From an optimization exercise on the open Yosys and OpenROAD flow, aimed at small area; shortcuts taken in it are not production practice. In this exercise RTL edits were held to simulation tests only and were not proved equivalent to the original. Power is estimated from default activity; no workload was simulated.

==> 03-11: inputs <==
==> flow/design.v <==
module dcsbios_ss #(
    parameter [7:0]  SYNC_BYTE    = 8'h55,
    parameter integer SYNC_RUN_LEN = 4,
    parameter [15:0] ESC_ADDR     = 16'h5555
) (
    input  wire        clk,
    input  wire        rst,
    input  wire        in_valid,
    input  wire [7:0]  in_byte,
    input  wire [63:0] in_ss,
    input  wire [63:0] in_es,
    output wire        ev_valid,
    output wire [3:0]  ev_kind,
    output wire [63:0] ev_ss,
    output wire [63:0] ev_es,
    output wire [15:0] ev_addr,
    output wire [15:0] ev_data,
    output wire        ev_esc,
    output wire        dg_valid,
    output wire [1:0]  dg_code,
    output wire [2:0]  st_state,
    output wire        st_count_neg
);
    localparam [2:0] S_AWAIT_SYNC = 3'd0, S_ADDR_LOW  = 3'd1, S_ADDR_HIGH = 3'd2,
                     S_COUNT_LOW  = 3'd3, S_COUNT_HIGH = 3'd4, S_DATA_LOW = 3'd5,
                     S_DATA_HIGH  = 3'd6;
    reg [2:0]  state;
    reg [1:0]  run;
    reg [63:0] sync_start;
    reg [63:0] fs;           
    reg [63:0] es;           
    reg [15:0] address;
    reg        addr_inc;     
    reg [15:0] count;
    reg        count_neg;
    reg [15:0] data;         
    reg [2:0]  kind;
    reg [1:0]  dg;
    assign st_state     = state;
    assign st_count_neg = count_neg;
    assign ev_kind      = {1'b0, kind};
    assign ev_valid     = |kind;
    assign ev_ss        = fs;
    assign ev_es        = es;
    assign ev_addr      = address & {16{kind[2] | (kind[1] & ~kind[0])}};
    assign ev_data      = data;
    assign ev_esc       = dg[0] & ~dg[1];
    assign dg_valid     = dg[0];
    assign dg_code      = dg;
    wire match = (in_byte == SYNC_BYTE);
    wire hit   = in_valid & match & (run == 2'd3);
    wire go    = in_valid & ~hit;
    wire esc      = ({in_byte, address[7:0]} == ESC_ADDR);
    wire underrun = (count == 16'd0) & ~count_neg;
    wire is_high  = (state == S_ADDR_HIGH) | (state == S_COUNT_HIGH) | (state == S_DATA_HIGH);
    always @(posedge clk) begin
        if (run == 2'd0) sync_start <= in_ss;
        if (hit)          fs <= sync_start;
        else if (!is_high) fs <= in_ss;
        es <= in_es;
        data[15:8] <= (!hit && (state == S_COUNT_HIGH || state == S_DATA_HIGH)) ? in_byte : 8'd0;
        if (hit)                        data[7:0] <= 8'd0;
        else if (state == S_DATA_HIGH)  data[7:0] <= data[7:0];
        else if (state == S_COUNT_HIGH) data[7:0] <= count[7:0];
        else if (state == S_DATA_LOW)   data[7:0] <= in_byte;
        else                            data[7:0] <= 8'd0;
        if (go) begin
            case (state)
                S_ADDR_LOW: begin
                    address[7:0] <= in_byte;
                    addr_inc     <= 1'b0;
                end
                S_ADDR_HIGH:  address[15:8] <= in_byte;
                S_COUNT_LOW:  count[7:0]    <= in_byte;
                S_COUNT_HIGH: count[15:8]   <= in_byte;
                S_DATA_LOW:   count <= count - 16'd1;
                S_DATA_HIGH: begin
                    count    <= count - 16'd1;
                    address  <= address + {addr_inc, 1'b0};
                    addr_inc <= 1'b1;
                end
                default: ;
            endcase
        end
        if (rst) begin
            state     <= S_AWAIT_SYNC;
            run       <= 2'd0;
            count_neg <= 1'b0;
            kind      <= 3'd0;
            dg        <= 2'd0;
        end else begin
            if (in_valid) run <= match ? run + 2'd1 : 2'd0;
            kind <= 3'd0;
            dg   <= 2'd0;
            if (hit) begin
                count_neg <= 1'b0;
                state     <= S_ADDR_LOW;
                kind      <= 3'd1;
            end else if (in_valid) begin
                case (state)
                    S_ADDR_LOW: state <= S_ADDR_HIGH;
                    S_ADDR_HIGH: begin
                        kind <= 3'd2;
                        if (esc) begin
                            state <= S_AWAIT_SYNC;
                            dg    <= 2'd1;
                        end else begin
                            state <= S_COUNT_LOW;
                        end
                    end
                    S_COUNT_LOW: begin
                        count_neg <= 1'b0;
                        state     <= S_COUNT_HIGH;
                    end
                    S_COUNT_HIGH: begin
                        kind  <= 3'd3;
                        state <= S_DATA_LOW;
                    end
                    S_DATA_LOW: begin
                        count_neg <= count_neg | (count == 16'd0);
                        if (underrun) dg <= 2'd3;
                        state <= S_DATA_HIGH;
                    end
                    S_DATA_HIGH: begin
                        count_neg <= count_neg | (count == 16'd0);
                        if (underrun) dg <= 2'd3;
                        kind <= 3'd4;
                        state <= (count == 16'd1 && !count_neg) ? S_ADDR_LOW : S_DATA_LOW;
                    end
                    default: ;
                endcase
            end
        end
    end
endmodule
module dcsbios_fb #(
    parameter [63:0] GAP_RESET_THRESHOLD = 64'd300,
    parameter [63:0] GAP_NOISE_CEILING   = 64'd5000
) (
    input  wire        clk,
    input  wire        rst,
    input  wire        in_valid,
    input  wire [7:0]  in_byte,
    input  wire [63:0] in_ss,
    input  wire [63:0] in_es,
    output reg         gap_valid,
    output wire [63:0] gap_ss,
    output wire [63:0] gap_es,
    output wire [63:0] gap_dur,
    output wire        ev_valid,
    output wire [3:0]  ev_kind,
    output wire [63:0] ev_ss,
    output wire [63:0] ev_es,
    output reg  [7:0]  ev_byte,
    output wire [7:0]  fr_address,
    output wire [7:0]  fr_msg_type,
    output wire [7:0]  fr_data_length,
    output wire [7:0]  fr_checksum,
    input  wire [7:0]  pl_raddr,
    output wire [7:0]  pl_rdata,
    output wire        dg_valid,
    output wire [1:0]  dg_code,
    output wire [2:0]  st_state,
    output wire [7:0]  st_pl_count
);
    localparam [2:0] F_SYNC            = 3'd0,
                     F_WAIT_ADDRESS    = 3'd1,
                     F_WAIT_MSGTYPE    = 3'd2,
                     F_WAIT_DATALENGTH = 3'd3,
                     F_WAIT_CHECKSUM   = 3'd5;
    reg [2:0]  state;
    reg [7:0]  address;
    reg [7:0]  msg_type;
    reg [7:0]  data_length;
    reg [7:0]  pl_count;
    reg [63:0] ess;          
    reg [63:0] fstart;       
    reg [63:0] last_end;     
    reg        last_valid;
    reg [12:0] gdur;
    reg [3:0]  kind;
    reg        dg;
    reg [7:0]  pl_mem [0:254];
    wire [255:0] rsel = 256'd1 << pl_raddr;
    reg  [7:0]   rdata;
    integer ri;
    always @* begin
        rdata = 8'd0;
        for (ri = 0; ri < 255; ri = ri + 1)
            rdata = rdata | (pl_mem[ri] & {8{rsel[ri]}});
    end
    assign pl_rdata       = rdata;
    assign st_state       = state;
    assign st_pl_count    = pl_count;
    assign gap_ss         = fstart;
    assign gap_es         = ess;
    assign gap_dur        = {51'd0, gdur};
    assign ev_valid       = kind[3];
    assign ev_kind        = kind;
    assign ev_ss          = ess;
    assign ev_es          = last_end;
    assign fr_address     = address;
    assign fr_msg_type    = msg_type;
    assign fr_data_length = data_length;
    assign fr_checksum    = ev_byte;
    assign dg_valid       = dg;
    assign dg_code        = {dg, 1'b0};
    wire [64:0] diff   = {1'b0, in_ss} - {1'b0, last_end};
    wire        g      = last_valid & ~diff[64] & (diff[63:0] >= GAP_RESET_THRESHOLD);
    wire        report = (diff[63:0] < GAP_NOISE_CEILING);
    wire        pl_last = (pl_count + 8'd1 == data_length);
    always @(posedge clk) begin
        gdur    <= diff[12:0];
        ev_byte <= (state == F_WAIT_DATALENGTH && !g) ? data_length : in_byte;
        if (in_valid) begin
            last_end <= in_es;
            if (g) begin
                fstart  <= last_end;
                ess     <= in_ss;
                address <= in_byte;
            end else begin
                case (state)
                    F_SYNC: begin
                        address <= in_byte;
                        ess     <= in_ss;
                    end
                    F_WAIT_ADDRESS: begin
                        msg_type <= in_byte;
                        fstart   <= ess;
                        ess      <= in_ss;
                    end
                    F_WAIT_MSGTYPE: begin
                        data_length <= in_byte;
                        ess         <= in_ss;
                    end
                    F_WAIT_DATALENGTH: begin
                        if (!rst) pl_mem[pl_count] <= in_byte;
                        if (pl_count == 8'd0) ess <= in_ss;
                    end
                    F_WAIT_CHECKSUM: ess <= fstart;
                    default: ;
                endcase
            end
        end
        if (rst) begin
            state      <= F_SYNC;
            pl_count   <= 8'd0;
            last_valid <= 1'b0;
            gap_valid  <= 1'b0;
            kind       <= 4'd0;
            dg         <= 1'b0;
        end else begin
            gap_valid <= 1'b0;
            kind      <= 4'd0;
            dg        <= 1'b0;
            if (in_valid) begin
                last_valid <= 1'b1;
                if (g) begin
                    dg        <= 1'b1;
                    gap_valid <= report;
                    pl_count  <= 8'd0;
                    kind      <= 4'd9;
                    state     <= F_WAIT_ADDRESS;
                end else begin
                    case (state)
                        F_SYNC: begin
                            kind  <= 4'd9;
                            state <= F_WAIT_ADDRESS;
                        end
                        F_WAIT_ADDRESS: begin
                            kind  <= 4'd10;
                            state <= F_WAIT_MSGTYPE;
                        end
                        F_WAIT_MSGTYPE: begin
                            kind  <= 4'd11;
                            state <= (in_byte == 8'd0) ? F_WAIT_CHECKSUM : F_WAIT_DATALENGTH;
                        end
                        F_WAIT_DATALENGTH: begin
                            pl_count <= pl_count + 8'd1;
                            if (pl_last) begin
                                kind  <= 4'd12;
                                state <= F_WAIT_CHECKSUM;
                            end
                        end
                        F_WAIT_CHECKSUM: begin
                            kind <= 4'd13;
                            if (address == 8'd0) begin
                                state    <= F_SYNC;
                                pl_count <= 8'd0;
                            end
                        end
                        default: ;
                    endcase
                end
            end
        end
    end
endmodule
module dcsbios_decoder (
    input  wire        clk,
    input  wire        rst,
    input  wire        ss_in_valid,
    input  wire [7:0]  ss_in_byte,
    input  wire [63:0] ss_in_ss,
    input  wire [63:0] ss_in_es,
    output wire        ss_ev_valid,
    output wire [3:0]  ss_ev_kind,
    output wire [63:0] ss_ev_ss,
    output wire [63:0] ss_ev_es,
    output wire [15:0] ss_ev_addr,
    output wire [15:0] ss_ev_data,
    output wire        ss_ev_esc,
    output wire        ss_dg_valid,
    output wire [1:0]  ss_dg_code,
    output wire [2:0]  ss_st_state,
    output wire        ss_st_count_neg,
    input  wire        fb_in_valid,
    input  wire [7:0]  fb_in_byte,
    input  wire [63:0] fb_in_ss,
    input  wire [63:0] fb_in_es,
    output wire        fb_gap_valid,
    output wire [63:0] fb_gap_ss,
    output wire [63:0] fb_gap_es,
    output wire [63:0] fb_gap_dur,
    output wire        fb_ev_valid,
    output wire [3:0]  fb_ev_kind,
    output wire [63:0] fb_ev_ss,
    output wire [63:0] fb_ev_es,
    output wire [7:0]  fb_ev_byte,
    output wire [7:0]  fb_fr_address,
    output wire [7:0]  fb_fr_msg_type,
    output wire [7:0]  fb_fr_data_length,
    output wire [7:0]  fb_fr_checksum,
    input  wire [7:0]  fb_pl_raddr,
    output wire [7:0]  fb_pl_rdata,
    output wire        fb_dg_valid,
    output wire [1:0]  fb_dg_code,
    output wire [2:0]  fb_st_state,
    output wire [7:0]  fb_st_pl_count
);
    dcsbios_ss u_ss (
        .clk(clk), .rst(rst),
        .in_valid(ss_in_valid), .in_byte(ss_in_byte), .in_ss(ss_in_ss), .in_es(ss_in_es),
        .ev_valid(ss_ev_valid), .ev_kind(ss_ev_kind), .ev_ss(ss_ev_ss), .ev_es(ss_ev_es),
        .ev_addr(ss_ev_addr), .ev_data(ss_ev_data), .ev_esc(ss_ev_esc),
        .dg_valid(ss_dg_valid), .dg_code(ss_dg_code),
        .st_state(ss_st_state), .st_count_neg(ss_st_count_neg)
    );
    dcsbios_fb u_fb (
        .clk(clk), .rst(rst),
        .in_valid(fb_in_valid), .in_byte(fb_in_byte), .in_ss(fb_in_ss), .in_es(fb_in_es),
        .gap_valid(fb_gap_valid), .gap_ss(fb_gap_ss), .gap_es(fb_gap_es), .gap_dur(fb_gap_dur),
        .ev_valid(fb_ev_valid), .ev_kind(fb_ev_kind), .ev_ss(fb_ev_ss), .ev_es(fb_ev_es),
        .ev_byte(fb_ev_byte),
        .fr_address(fb_fr_address), .fr_msg_type(fb_fr_msg_type),
        .fr_data_length(fb_fr_data_length), .fr_checksum(fb_fr_checksum),
        .pl_raddr(fb_pl_raddr), .pl_rdata(fb_pl_rdata),
        .dg_valid(fb_dg_valid), .dg_code(fb_dg_code),
        .st_state(fb_st_state), .st_pl_count(fb_st_pl_count)
    );
endmodule
==> flow/flow/run.sh <==
#!/bin/bash
# Own layout flow: the standard flow (standard synthesis unchanged), with
# the port buffers made of the smallest buffer cell and CTS without dummy loads.
set -euo pipefail
bash standard.sh \
  "BUFFER_PORTS_ARGS=-buffer_cell sky130_fd_sc_hd__buf_1" \
  "CTS_ARGS=-sink_clustering_enable -repair_clock_nets -dont_use_dummy_load" \
  finish > flow_make.log 2>&1
==> flow/standard.sh <==
#!/bin/bash
# synth_recipe.tcl (not shown) runs the flow's synth.tcl, then flattens the netlist and writes it again
# the make line also repeats each setting of config.mk as NAME=value (left out here)
make -C /OpenROAD-flow-scripts/flow DESIGN_CONFIG=/design/flow/config.mk WORK_HOME=/design/flow/orfs CLKGATE_MAP_FILE= SYNTH_SCRIPT=/design/flow/synth_recipe.tcl "${@:-finish}"
==> flow/config.mk <==
export PLATFORM = sky130hd
export DESIGN_NAME = dcsbios_decoder
export DESIGN_NICKNAME = dcsbios_decoder
export VERILOG_FILES = /design/flow/design.v
export SDC_FILE = /design/flow/constraint.sdc
export NUM_CORES = 4
export LEC_CHECK = 0
export CAP_MARGIN = 20
export CORE_MARGIN = 2
export CORE_UTILIZATION = 40
export SLEW_MARGIN = 20
==> flow/constraint.sdc <==
create_clock -name core_clock -period 10.0 [get_ports {clk}]
set_input_delay 2.0000 -clock core_clock [delete_from_list [all_inputs] [get_ports {clk}]]
set_output_delay 2.0000 -clock core_clock [all_outputs]
set_load 0.01 [all_outputs]
==> inputs of 07-13, as changes to 03-11 <==
--- a/flow/design.v
+++ b/flow/design.v
@@ -181,15 +181,18 @@
     reg [3:0]  kind;
     reg        dg;
     reg [7:0]  pl_mem [0:254];
-    wire [255:0] rsel = 256'd1 << pl_raddr;
-    reg  [7:0]   rdata;
-    integer ri;
+    wire [15:0] rlo = 16'd1 << pl_raddr[3:0];
+    reg  [7:0]  rgrp [0:15];
+    integer rh, rl;
     always @* begin
-        rdata = 8'd0;
-        for (ri = 0; ri < 255; ri = ri + 1)
-            rdata = rdata | (pl_mem[ri] & {8{rsel[ri]}});
+        for (rh = 0; rh < 16; rh = rh + 1) begin
+            rgrp[rh] = 8'd0;
+            for (rl = 0; rl < 16; rl = rl + 1)
+                if (rh * 16 + rl < 255)
+                    rgrp[rh] = rgrp[rh] | (pl_mem[rh * 16 + rl] & {8{rlo[rl]}});
+        end
     end
-    assign pl_rdata       = rdata;
+    assign pl_rdata       = rgrp[pl_raddr[7:4]];
     assign st_state       = state;
     assign st_pl_count    = pl_count;
     assign gap_ss         = fstart;
--- a/flow/flow/run.sh
+++ b/flow/flow/run.sh
@@ -4,5 +4,5 @@
 set -euo pipefail
 bash standard.sh \
   "BUFFER_PORTS_ARGS=-buffer_cell sky130_fd_sc_hd__buf_1" \
-  "CTS_ARGS=-sink_clustering_enable -repair_clock_nets -dont_use_dummy_load" \
+  "CTS_ARGS=-sink_clustering_enable -repair_clock_nets -dont_use_dummy_load -buf_list sky130_fd_sc_hd__clkbuf_8 -sink_clustering_size 15 -sink_clustering_max_diameter 60" \
   finish > flow_make.log 2>&1
Settings changed: CTS_BUF_LIST set to sky130_fd_sc_hd__clkbuf_8, CTS_CLUSTER_DIAMETER set to 60, CTS_CLUSTER_SIZE set to 15, SETUP_SLACK_MARGIN set to 0.4.
==> inputs of 12-09, as changes to 03-11 <==
--- a/flow/design.v
+++ b/flow/design.v
@@ -181,15 +181,18 @@
     reg [3:0]  kind;
     reg        dg;
     reg [7:0]  pl_mem [0:254];
-    wire [255:0] rsel = 256'd1 << pl_raddr;
-    reg  [7:0]   rdata;
-    integer ri;
+    wire [15:0] rlo = 16'd1 << pl_raddr[3:0];
+    reg  [7:0]  rgrp [0:15];
+    integer rh, rl;
     always @* begin
-        rdata = 8'd0;
-        for (ri = 0; ri < 255; ri = ri + 1)
-            rdata = rdata | (pl_mem[ri] & {8{rsel[ri]}});
+        for (rh = 0; rh < 16; rh = rh + 1) begin
+            rgrp[rh] = 8'd0;
+            for (rl = 0; rl < 16; rl = rl + 1)
+                if (rh * 16 + rl < 255)
+                    rgrp[rh] = rgrp[rh] | (pl_mem[rh * 16 + rl] & {8{rlo[rl]}});
+        end
     end
-    assign pl_rdata       = rdata;
+    assign pl_rdata       = rgrp[pl_raddr[7:4]];
     assign st_state       = state;
     assign st_pl_count    = pl_count;
     assign gap_ss         = fstart;
--- a/flow/flow/run.sh
+++ b/flow/flow/run.sh
@@ -4,5 +4,6 @@
 set -euo pipefail
 bash standard.sh \
   "BUFFER_PORTS_ARGS=-buffer_cell sky130_fd_sc_hd__buf_1" \
-  "CTS_ARGS=-sink_clustering_enable -repair_clock_nets -dont_use_dummy_load" \
+  "CTS_ARGS=-sink_clustering_enable -repair_clock_nets -dont_use_dummy_load -buf_list sky130_fd_sc_hd__clkbuf_8 -sink_clustering_size 15 -sink_clustering_max_diameter 60" \
+  "RECOVER_POWER=100" \
   finish > flow_make.log 2>&1
Settings changed: CTS_BUF_LIST set to sky130_fd_sc_hd__clkbuf_8, CTS_CLUSTER_DIAMETER set to 60, CTS_CLUSTER_SIZE set to 15, SETUP_SLACK_MARGIN set to 0.4.
==> results.txt <==
metric                                                                                                         03-11                                            12-09                    07-13
Worst setup endpoint                                                                                  fb_pl_rdata[4]                                   fb_pl_rdata[0]           fb_pl_rdata[2]
Maximum clock insertion buffer count                                                                               4                                                3                        3
Sink of the worst hold path                                                                              u_ss.fs[45]                                       u_ss.fs[0]               u_ss.fs[0]
Sequential fraction of total cell area                                                                         63.2%                                            69.3%                    68.6%
Tap cell count                                                                                                  3220                                             3312                     3312
DP HPWL                                                                                                       509 mm                                           235 mm                   235 mm
Number of nets in the finished design                                                                           8206                                             7448                     7448
Met3 WL                                                                                                       121 mm                                          39.9 mm                  40.2 mm
Result of the run                                                                           finished with violations                         finished with violations  complete, no violations
Reasons for failing layout checks              max-capacitance violations, max-slew violations, negative setup slack  max-capacitance violations, max-slew violations                        -
Crit-path max FO                                                                                                   9                                               20                       42
Power Combinational                                                                                          1.45 mW                                          1.52 mW                  1.54 mW
Detailed Routing Iterations Pass 1                                                                                10                                                6                        8
Initial core utilization                                                                                       40.2%                                            40.3%                    40.3%
Via density                                                                                                     7.67                                             6.24                     6.25
Clock buf/inv share                                                                                            6.24%                                            2.65%                    2.63%
Slew at the pin closest to its max-slew limit                                                                1520 ps                                          8370 ps                  1250 ps
Maximum clock skew at final layout                                                                            113 ps                                           145 ps                   146 ps
GRT met3 Usage                                                                                                 33.2%                                            6.20%                    6.20%
Antenna violations before repair                                                                                 136                                               32                       31
Post-placement setup slack                                                                                  -62.9 ps                                          1040 ps                  1040 ps
Maxcap violations                                                                                                  1                                               43                        0
Worst R2R Path Depth                                                                                              14                                               16                       16

what the ideal ports hide:
Ports are ideal in the flow. The routed layouts listed here were re-timed in OpenROAD. Step 1 sets driving cells, clkbuf_16 on the clock port and buf_2 on the other inputs (assumed; they add their load-dependent delay and slew). Step 2 adds t to the input delays and takes it off the output delays; t is the mean of the earliest and latest rising clock arrival at the registers after step 1. Input paths then give back, and output paths get back, about the clock's delay inside the block. Three values: ideal ports, drivers, drivers and shift; two values: the first two.
run	t, ns	slack for setup (ns)	worst setup path at the end
03-11	1.077	-0.493 / -0.568 / -0.568	input to output
07-13	1.086	1.581 / 1.470 / 0.960	input to register
12-09	1.099	0.851 / 0.737 / -0.120	input to register
The setup slack of 12-09, which loses most, moves by -0.114 ns with the drivers and by -0.971 ns with both steps.
